Context: an optimization exercise on an open-source flow, tuned for small area, a short achievable clock period and few clock cycles per item. The choices shown serve that exercise and are no tape-out recipe.
Only simulation tests tie the RTL to the original design; equivalence was not proved.

==> v30 <==
// tdn2_acc
module tdn2_acc (
    input  wire        clk,
    input  wire        rst,           
    input  wire        cmd_valid,
    output wire        cmd_ready,
    input  wire [23:0] cmd,
    input  wire        btn,           
    output reg         rsp_valid,
    output reg  [1:0]  rsp_status,
    output reg  [15:0] rsp_data,
    output reg         rly_auto,
    output reg         rly_dir,
    output reg         drv_pwr
);
==> flow/config.mk <==
export PLATFORM = sky130hd
export DESIGN_NAME = tdn2_acc
export DESIGN_NICKNAME = tdn2_acc
export VERILOG_FILES = /design/flow/design.v
export SDC_FILE = /design/flow/constraint.sdc
export NUM_CORES = 4
export LEC_CHECK = 0
export CAP_MARGIN = 20
export CORE_MARGIN = 2
export CORE_UTILIZATION = 55
export SLEW_MARGIN = 20
export TNS_END_PERCENT = 100
==> flow/constraint.sdc <==
create_clock -name core_clock -period 12.0 [get_ports {clk}]
set_input_delay 2.4000 -clock core_clock [delete_from_list [all_inputs] [get_ports {clk}]]
set_output_delay 2.4000 -clock core_clock [all_outputs]
set_load 0.01 [all_outputs]
standard.sh (not shown) runs the stock make flow with config.mk's settings and CLKGATE_MAP_FILE= SYNTH_SCRIPT=/design/flow/synth_recipe.tcl, a recipe that flattens the netlist after the stock synthesis.
==> flow/flow/run.sh <==
#!/bin/bash
# The standard layout (standard.sh: ORFS from synthesis to the final
# layout), with the timing repair after placement, CTS and global routing
# aiming at 5.25 ns instead of the 12 ns clock period, so that the layout
# gets as fast as the logic allows. Everything else is the standard flow.
set -euo pipefail
bash standard.sh SETUP_SLACK_MARGIN=6.75 finish > standard.log 2>&1
==> inputs of v28, as changes to v30 <==
--- a/flow/design.v
+++ b/flow/design.v
@@ -13,72 +13,73 @@
     localparam integer NL = (STEPS < 2) ? 2 : STEPS;     
     localparam integer NC = (16 + NL) / STEPS;           
     localparam integer CW = $clog2(NC + 1);
     reg              pend;                  
     reg [CW-1:0]     cnt;                   
     reg [15:0]       rem;
     reg [16:0]       q;
     reg              done_r;                
-    reg              first;                 
     assign done     = done_r;
     assign quotient = q;
+    wire [CW-1:0] cyc = pend ? {CW{1'b0}} : (NC[CW-1:0] - cnt);    
     reg [15:0]      r;
     reg [16:0]      trial;
     reg [17:0]      diff;
     reg [STEPS-1:0] qb;
     reg             sat;
-    integer i;
+    integer i, k;
     always @(*) begin
-        r   = rem;
+        r   = pend ? (meas >> NL) : rem;
         sat = 1'b0;
         for (i = 0; i < STEPS; i = i + 1) begin
-            trial = {r, first && meas[NL - 1 - i]};
+            k     = i;                                         
+            trial = {r, 1'b0};
+            if (STEPS == 1) begin
+                if (cyc == 0) trial[0] = meas[1];
+                if (cyc == 1) trial[0] = meas[0];
+            end else if (pend) begin
+                trial[0] = meas[NL-1-i];
+            end
             diff  = {1'b0, trial} - {2'b00, divisor};
             qb[STEPS-1-i] = !diff[17];
-            if (!diff[17] && first && i < NL - 1)
+            if (!diff[17] && ((STEPS == 1) ? (cyc == 0) : (pend && i < NL - 1)))
                 sat = 1'b1;
             r = diff[17] ? trial[15:0] : diff[15:0];
         end
     end
     always @(*) begin
         done_n = done_r;
         if (clr)
             done_n = 1'b1;
         else if (restart)
             done_n = 1'b0;
-        else if (pend)
-            done_n = (divisor == 16'd0);
-        else if (cnt != {CW{1'b0}})
-            done_n = (cnt == 1) || sat;
+        else if (pend || cnt != {CW{1'b0}})
+            done_n = (!pend && cnt == 1) || (pend && (divisor == 16'd0 || sat));
     end
     always @(posedge clk) begin
         done_r <= done_n;
-        first  <= pend && !clr && !restart;
         if (clr) begin
             pend <= 1'b0;
             cnt  <= {CW{1'b0}};
             q    <= 17'd65535;
         end else if (restart) begin
             pend <= 1'b1;
             cnt  <= {CW{1'b0}};
-        end else if (pend) begin
+        end else if (pend || cnt != {CW{1'b0}}) begin
             pend <= 1'b0;
-            rem  <= meas >> NL;
-            if (divisor == 16'd0)
-                q   <= 17'd65535;
-            else
-                cnt <= NC[CW-1:0];
-        end else if (cnt != {CW{1'b0}}) begin
             rem  <= r;
             q    <= {q[16-STEPS:0], qb};
-            cnt  <= cnt - 1'b1;
-            if (sat) begin
-                q   <= 17'h1FFFF;
-                cnt <= {CW{1'b0}};
+            cnt  <= pend ? NC[CW-1:0] - 1'b1 : cnt - 1'b1;
+            if (pend && divisor == 16'd0) begin
+                q      <= 17'd65535;
+                cnt    <= {CW{1'b0}};
+            end else if (sat) begin
+                q      <= 17'h1FFFF;
+                cnt    <= {CW{1'b0}};
             end
         end
     end
 endmodule
 module tdn2_acc (
     input  wire        clk,
     input  wire        rst,           
     input  wire        cmd_valid,
@@ -127,20 +128,19 @@
     reg [1:0]  seq_cont, last_result;
     reg [3:0]  wdg_ack;
     reg        rdy;           
     reg        v1;            
     reg        lg1;           
     reg [2:0]  op1;
     reg [1:0]  ch1;
     reg [19:0] x1;            
-    reg [4:0]  idx1;          
     reg        btn1;
     reg        tw;            
-    reg        t_lg, t_wp, t_bp, t_btn;
+    reg        t_wp, t_bp, t_btn;
     assign cmd_ready = rdy;
     wire accept = cmd_valid && rdy;
     reg legal_in;
     always @(*) begin
         case (cmd[23:20])
             4'd0:    legal_in = (cmd[19:0] == 20'd0);
             4'd1:    legal_in = (cmd[17:16] == 2'd0);
             4'd2:    legal_in = (cmd[17:0] == 18'd0);
@@ -181,17 +181,17 @@
         .clr      (rst || wdg_fire),
         .restart  (is_sample && !ch1[1]),
         .meas     (filt1),
         .divisor  (filt0),
         .done     (div_done),
         .done_n   (div_done_n),
         .quotient (wd)
     );
-    wire [4:0]  idx = idx1;
+    wire [4:0]  idx = x1[4:0];
     wire [1:0]  n_active = {1'b0, gt0 != 3'd0} + {1'b0, gt1 != 3'd0};
     wire [15:0] status_word = {1'b0, drv_pwr, rly_dir, rly_auto, last_result, seq_cont,
                                seq_pressed, seq_dir, seq, busy, is_auto, is_down};
     wire [15:0] alarm_word  = {9'd0, water_alarm_count, alarm_flags};
     wire [15:0] gust_word   = {7'd0, gnext, 6'd0, n_active};
     reg        rd_ok;
     reg [15:0] rd_val;
     always @(*) begin
@@ -215,18 +215,17 @@
             5'd17: rd_val = {13'd0, gt1};
             default: rd_ok = 1'b0;
         endcase
     end
     localparam [2:0] U_SS2 = 3'd0, U_ST = 3'd1, U_WT = 3'd2, U_WS = 3'd3, U_WM = 3'd4, U_VAL = 3'd5;
     wire [15:0] sp = filt3;
     reg  [4:0]  fv;                       
     reg         f_big, f_tlts, f_tp, f_wp, f_lt1k, f_ltm;
-    wire        tick_ill  = tw && !t_lg;           
-    wire        tick_busy = tw && t_lg && busy;
+    wire        tick_busy = tw && busy;
     function flags_ready;
         input [4:0] v;
         input       bp, down, auto;
         begin
             flags_ready = v[U_WT] && (bp ? v[U_WS] :
                                       down ? (v[U_SS2] && v[U_ST]) :
                                       auto ? v[U_WM] : 1'b1);
         end
@@ -484,38 +483,37 @@
                 U_SS2: f_big <= r_gt1000 || r_ltm1000;
                 U_ST:  begin f_tlts <= r_pos; f_tp <= r_gt1000; end
                 U_WT:  f_wp <= r_neg;
                 U_WM:  f_ltm <= r_neg;
                 default: f_lt1k <= r_lt1000;
             endcase
         end
     end
-    wire tick_stays  = tw && t_lg && !tick_busy && !tick_app;
-    wire ready_n     = flags_ready(fv_n, t_bp, is_down, is_auto);
-    wire idle_n      = !busy && !(x_ok && op1 == OP_MOVE);
-    assign app_n     = tick_stays && ready_n && idle_n;
-    wire rdy_n       = !tick_in && (!tick_stays || app_n);
+    wire tick_pend_n = tick_in || (tw && !tick_busy && !tick_app);
+    wire t_bp_n      = tick_in ? cmd[1] : t_bp;
+    wire ready_n     = flags_ready(fv_n, t_bp_n, is_down, is_auto);
+    wire idle_n      = !busy && !(x_ok && op1 == OP_MOVE) && !tick_app;
+    assign app_n     = tick_pend_n && ready_n && idle_n;    
+    wire rdy_n       = !tick_pend_n || app_n;
     wire [3:0]  op_in   = cmd[23:20];
     wire [15:0] raw_in  = cmd[15:0];
-    wire        tick_in = accept && (op_in == 4'd3);            
+    wire        tick_in = accept && legal_in && (op_in == 4'd3);
     wire        samp_in = accept && legal_in && (op_in == 4'd1);
-    wire [16:0] p0_in   = {1'b0, raw_in} - {1'b0, wdg_fire ? 16'd0 : prev0};
-    wire [16:0] p1_in   = {1'b0, raw_in} - {1'b0, wdg_fire ? 16'd0 : prev1};
-    wire [16:0] p_in    = cmd[18] ? p1_in : p0_in;
+    wire        slow_in = (op_in == 4'd1) && !cmd[19] && !wdg_fire;
+    wire [15:0] prev_in = slow_in ? (cmd[18] ? prev1 : prev0) : 16'd0;
+    wire [16:0] p_in    = {1'b0, raw_in} - {1'b0, prev_in};
     wire [19:0] r10_in  = {1'b0, raw_in, 3'd0} + {3'd0, raw_in, 1'b0};
     always @(posedge clk) begin
         op1  <= op_in[2:0];
         ch1  <= cmd[19:18];
         lg1  <= legal_in;
         btn1 <= btn;
-        x1   <= cmd[19] ? r10_in : {3'd0, p_in};
-        idx1 <= cmd[4:0];
-        if (rdy) begin                                   
-            t_lg  <= legal_in;
+        x1 <= cmd[19] ? r10_in : {3'd0, p_in};
+        if (tick_in) begin
             t_wp  <= cmd[0];
             t_bp  <= cmd[1];
             t_btn <= btn;
         end
     end
     always @(posedge clk) begin
         if (rst) begin
             reset_state;
@@ -524,20 +522,17 @@
             v1         <= 1'b0;
             tw         <= 1'b0;
             rsp_valid  <= 1'b0;
             rsp_status <= ST_OK;
             rsp_data   <= 16'd0;
         end else begin
             rsp_valid <= 1'b0;
             v1        <= accept && !tick_in;
-            if (tick_ill) begin
-                tw <= 1'b0;
-                respond(ST_ILLEGAL, 16'd0);
-            end else if (tick_busy) begin
+            if (tick_busy) begin
                 tw <= 1'b0;
                 respond(ST_BUSY, 16'd0);
             end else if (tick_app) begin
                         tw                <= 1'b0;
                         wdg_ack           <= WDG_ACK_RELOAD;
                         is_down           <= n_is_down;
                         is_auto           <= n_is_auto;
                         water_alarm_count <= n_wac;
@@ -575,17 +570,17 @@
                         if (busy) begin
                             respond(ST_BUSY, 16'd0);
                         end else begin
                             wdg_ack <= WDG_ACK_RELOAD;
                             if (btn1) begin
                                 last_result <= RES_INTERRUPTED;
                                 respond(ST_OK, {14'd0, RES_INTERRUPTED});
                             end else begin
-                                start_sequence(idx1[0], CONT_NONE);
+                                start_sequence(x1[0], CONT_NONE);
                                 respond(ST_OK, 16'd0);
                             end
                         end
                     end
                     OP_STEP: begin
                         if (!busy) begin
                             if (wdg_ack == 4'd0) begin
                                 reset_state;
==> flow/flow/run.sh (replaced) <==
#!/bin/bash
# The standard layout (standard.sh: ORFS from synthesis to the final
# layout), with the timing repair after placement, CTS and global routing
# aiming at 3.5 ns instead of the 12 ns clock period, so that the layout
# gets as fast as the logic allows. Everything else is the standard flow.
set -euo pipefail
bash standard.sh SETUP_SLACK_MARGIN=8.5 finish > standard.log 2>&1
==> inputs of v2, as changes to v30 <==
--- a/flow/design.v
+++ b/flow/design.v
@@ -151,25 +151,19 @@
             4'd7:    legal_in = (cmd[19:5] == 15'd0);
             default: legal_in = 1'b0;
         endcase
     end
     wire busy = (seq != SQ_IDLE);
     wire x_ok = v1 && lg1;
     wire is_sample = x_ok && (op1 == OP_SAMPLE);
     wire is_step   = x_ok && (op1 == OP_STEP);
-    reg [15:0] y;
-    always @(*) begin
-        case (ch1)
-            2'd0: y = filt0;
-            2'd1: y = filt1;
-            2'd2: y = filt2;
-            default: y = filt3;
-        endcase
-    end
+    reg  [3:0] ch1h;          
+    wire [15:0] y = ({16{ch1h[0]}} & filt0) | ({16{ch1h[1]}} & filt1) |
+                    ({16{ch1h[2]}} & filt2) | ({16{ch1h[3]}} & filt3);
     wire        fast  = ch1[1];
     wire        p_neg = x1[16];
     wire [26:0] o2    = fast ? ~{8'd0, y, 3'd0} : ~{11'd0, y};
     wire [26:0] o3    = fast ? ~{10'd0, y, 1'b0} : 27'd0;
     wire [26:0] o4    = fast ? {7'd0, x1} : {11'd0, x1[15:0] ^ {16{p_neg}}};
     wire [26:0] o5    = fast ? 27'd2 : {25'd0, p_neg, !p_neg};
     wire [26:0] s_acc = {y, 11'd0} + o2 + o3 + o4 + o5;
     wire [15:0] s_new = s_acc[26:11];
@@ -245,39 +239,58 @@
         else if (div_done_n && !fv_n[U_WM]) u_n = U_WM;
         else if (!fv_n[U_SS2])              u_n = U_SS2;
         else if (!fv_n[U_ST])               u_n = U_ST;
         else                                u_n = U_WS;
     end
     wire        u_ok = (u == U_SS2) || (u == U_ST) || div_done;    
     wire [15:0] thr_step = threshold + THR_STEP;
     wire [15:0] m_sel = f_ltm ? wd[15:0] : minimum_seen;
-    reg  [16:0] alu_a, alu_b;
-    reg         alu_sub;
+    reg         a_wd, a_half, b_t, b_s, b_m, b_k, b_mh, b_s2, alu_sub;
+    reg         n_a_wd, n_a_half, n_b_t, n_b_s, n_b_m, n_b_k, n_b_mh, n_sub;
     always @(*) begin
-        alu_sub = 1'b1;
-        alu_a   = {1'b0, sp};
-        alu_b   = {1'b0, sp_d2};
-        case (u)
-            U_SS2: ;
-            U_ST:  alu_b = {1'b0, threshold};
-            U_WT:  begin alu_a = wd; alu_b = {1'b0, threshold}; end
-            U_WS:  begin alu_a = wd; alu_b = {1'b0, sp}; end
-            U_WM:  begin alu_a = wd; alu_b = {1'b0, minimum_seen}; end
-            default: begin
-                if (c_bp) begin
-                    alu_a = wd; alu_b = {1'b0, THR_BIAS};
-                end else if (c_down) begin
-                    alu_a = wd; alu_b = {1'b0, sp};
+        n_a_wd = 1'b0; n_a_half = 1'b0; n_b_t = 1'b0; n_b_s = 1'b0;
+        n_b_m  = 1'b0; n_b_k    = 1'b0; n_b_mh = 1'b0; n_sub = 1'b1;
+        case (u_n)
+            U_SS2: ;                                              
+            U_ST:  n_b_t = 1'b1;                                  
+            U_WT:  begin n_a_wd = 1'b1; n_b_t = 1'b1; end         
+            U_WS:  begin n_a_wd = 1'b1; n_b_s = 1'b1; end         
+            U_WM:  begin n_a_wd = 1'b1; n_b_m = 1'b1; end         
+            default: begin                                        
+                if (t_bp) begin
+                    n_a_wd = 1'b1; n_b_k = 1'b1;                  
+                end else if (is_down) begin
+                    n_a_wd = 1'b1; n_b_s = 1'b1;                  
                 end else begin
-                    alu_sub = 1'b0; alu_a = {1'b0, sp[15:1], 1'b0}; alu_b = {1'b0, m_sel[15:1], 1'b0};
+                    n_sub = 1'b0; n_a_half = 1'b1; n_b_mh = 1'b1;  
                 end
             end
         endcase
     end
+    always @(posedge clk) begin
+        if (rst) begin                                    
+            a_wd <= 1'b0; a_half <= 1'b0; b_t <= 1'b0; b_s <= 1'b0; b_m <= 1'b0;
+            b_k  <= 1'b0; b_mh   <= 1'b0; b_s2 <= 1'b1; alu_sub <= 1'b1;
+        end else begin
+            a_wd    <= n_a_wd;
+            a_half  <= n_a_half;
+            b_t     <= n_b_t;
+            b_s     <= n_b_s;
+            b_m     <= n_b_m;
+            b_k     <= n_b_k;
+            b_mh    <= n_b_mh;
+            b_s2    <= !(n_b_t || n_b_s || n_b_m || n_b_k || n_b_mh);
+            alu_sub <= n_sub;
+        end
+    end
+    wire [16:0] alu_a = a_wd ? wd : {1'b0, sp[15:1], sp[0] && !a_half};
+    wire [16:0] alu_b = ({17{b_t}}  & {1'b0, threshold})        | ({17{b_s}}  & {1'b0, sp})  |
+                        ({17{b_m}}  & {1'b0, minimum_seen})     | ({17{b_k}}  & {1'b0, THR_BIAS}) |
+                        ({17{b_mh}} & {1'b0, m_sel[15:1], 1'b0}) | ({17{b_s2}} & {1'b0, sp_d2});
     wire [18:0] alu_x = {1'b0, alu_a, 1'b1} + {(alu_sub ? ~{1'b0, alu_b} : {1'b0, alu_b}), alu_sub};
     wire [17:0] alu_r = alu_x[18:1];
     wire        r_neg = alu_r[17];
     wire        r_pos = !r_neg && (alu_r[16:0] != 17'd0);
     wire        r_gt1000  = !r_neg && (alu_r[16:0] > 17'd1000);
     wire        r_ltm1000 = r_neg && (alu_r[16:0] < 17'h1FC18);       
     wire        r_ge5000  = !r_neg && (alu_r[16:0] >= {1'b0, THR_MARGIN});
     wire        r_lt1000  = r_neg || (alu_r[16:0] < 17'd1000);
@@ -500,16 +513,17 @@
     wire        samp_in = accept && legal_in && (op_in == 4'd1);
     wire [16:0] p0_in   = {1'b0, raw_in} - {1'b0, wdg_fire ? 16'd0 : prev0};
     wire [16:0] p1_in   = {1'b0, raw_in} - {1'b0, wdg_fire ? 16'd0 : prev1};
     wire [16:0] p_in    = cmd[18] ? p1_in : p0_in;
     wire [19:0] r10_in  = {1'b0, raw_in, 3'd0} + {3'd0, raw_in, 1'b0};
     always @(posedge clk) begin
         op1  <= op_in[2:0];
         ch1  <= cmd[19:18];
+        ch1h <= 4'd1 << cmd[19:18];
         lg1  <= legal_in;
         btn1 <= btn;
         x1   <= cmd[19] ? r10_in : {3'd0, p_in};
         idx1 <= cmd[4:0];
         if (rdy) begin                                   
             t_lg  <= legal_in;
             t_wp  <= cmd[0];
             t_bp  <= cmd[1];
==> flow/flow/run.sh (replaced) <==
#!/bin/bash
# The standard layout (standard.sh: ORFS from synthesis to the final
# layout), with the timing repair after placement, CTS and global routing
# aiming at 5 ns instead of the 12 ns clock period, so that the layout
# gets as fast as the logic allows. Everything else is the standard flow.
set -euo pipefail
bash standard.sh SETUP_SLACK_MARGIN=7 finish > standard.log 2>&1
TNS_END_PERCENT = default   (was 100)
==> impl_metrics.ini <==
[status]
status = complete, no violations

[setup_path]
crit_end = filt2[9]$_SDFFE_PP0P_

[yosys]
synth.avg_cell_area_um2 = 8.02
synth_edf_count = 26

[cells_and_area]
seq_share = 0.248
The numbers above come from v30.

==> impl_metrics.ini <==
[setup_path]
crit_end = u_div.rem[12]$_DFFE_PP_

[cells_and_area]
seq_share = 0.257
nNetsFinal = 3156

[status]
status = complete, no violations

[placement]
pre_cts_ws_ns = 5.75

[yosys]
synth_edf_count = 26
The numbers above come from v2.

==> impl_metrics.ini <==
[setup_path]
critPathBufInv = 3
crit_end = u_div.rem[3]$_DFFE_PP_

[global_route]
grt_max_degree = 60

[status]
status = complete, no violations

[yosys]
synth.avg_cell_area_um2 = 7.98
synth_edf_count = 24

[floorplan]
initial_utilization = 0.560

[cells_and_area]
final-clk-cell-share = 0.0381
nNetsFinal = 3417
seq_share = 0.204
The numbers above come from v28.

Testbench counts of v30, summed over its fixed seeds: cycles 805,560, ops 776,106.
Testbench counts of v28, summed over its fixed seeds: cycles 801,960, ops 776,106.
Testbench counts of v2, summed over its fixed seeds: cycles 805,560, ops 776,106.

## separate check: timing with driven ports
How much do the figures lean on ideal ports? The routed layouts below were timed once more, with nothing changed but the port constraints.
Step 1: set_driving_cell puts a clkbuf_16 on clk and a buf_2 on each other input, an assumption about the parent block.
Step 2 also shifts input and output timing later by t, the mid clock arrival at the registers, as if the neighbouring blocks saw the same clock.
a / b / c = ideal ports / drivers / drivers and shift; a / b = the first two.
run | t (ns) | slack for setup (ns) | hold WS [ns]
v30 | 0.623 | 6.847 / 6.847 / 6.390 | 0.473 / 0.473 / 0.473
v28 | 0.629 | 6.921 / 6.921 / 6.648 | 0.458 / 0.458 / 0.458
v2 | 0.615 | 7.111 / 7.111 / 6.594 | 0.457 / 0.457 / 0.457
After both steps setup and hold are still met in every run listed. The setup slack of v2, which loses most, moves by 0.000 ns with the drivers and by -0.517 ns with both steps.
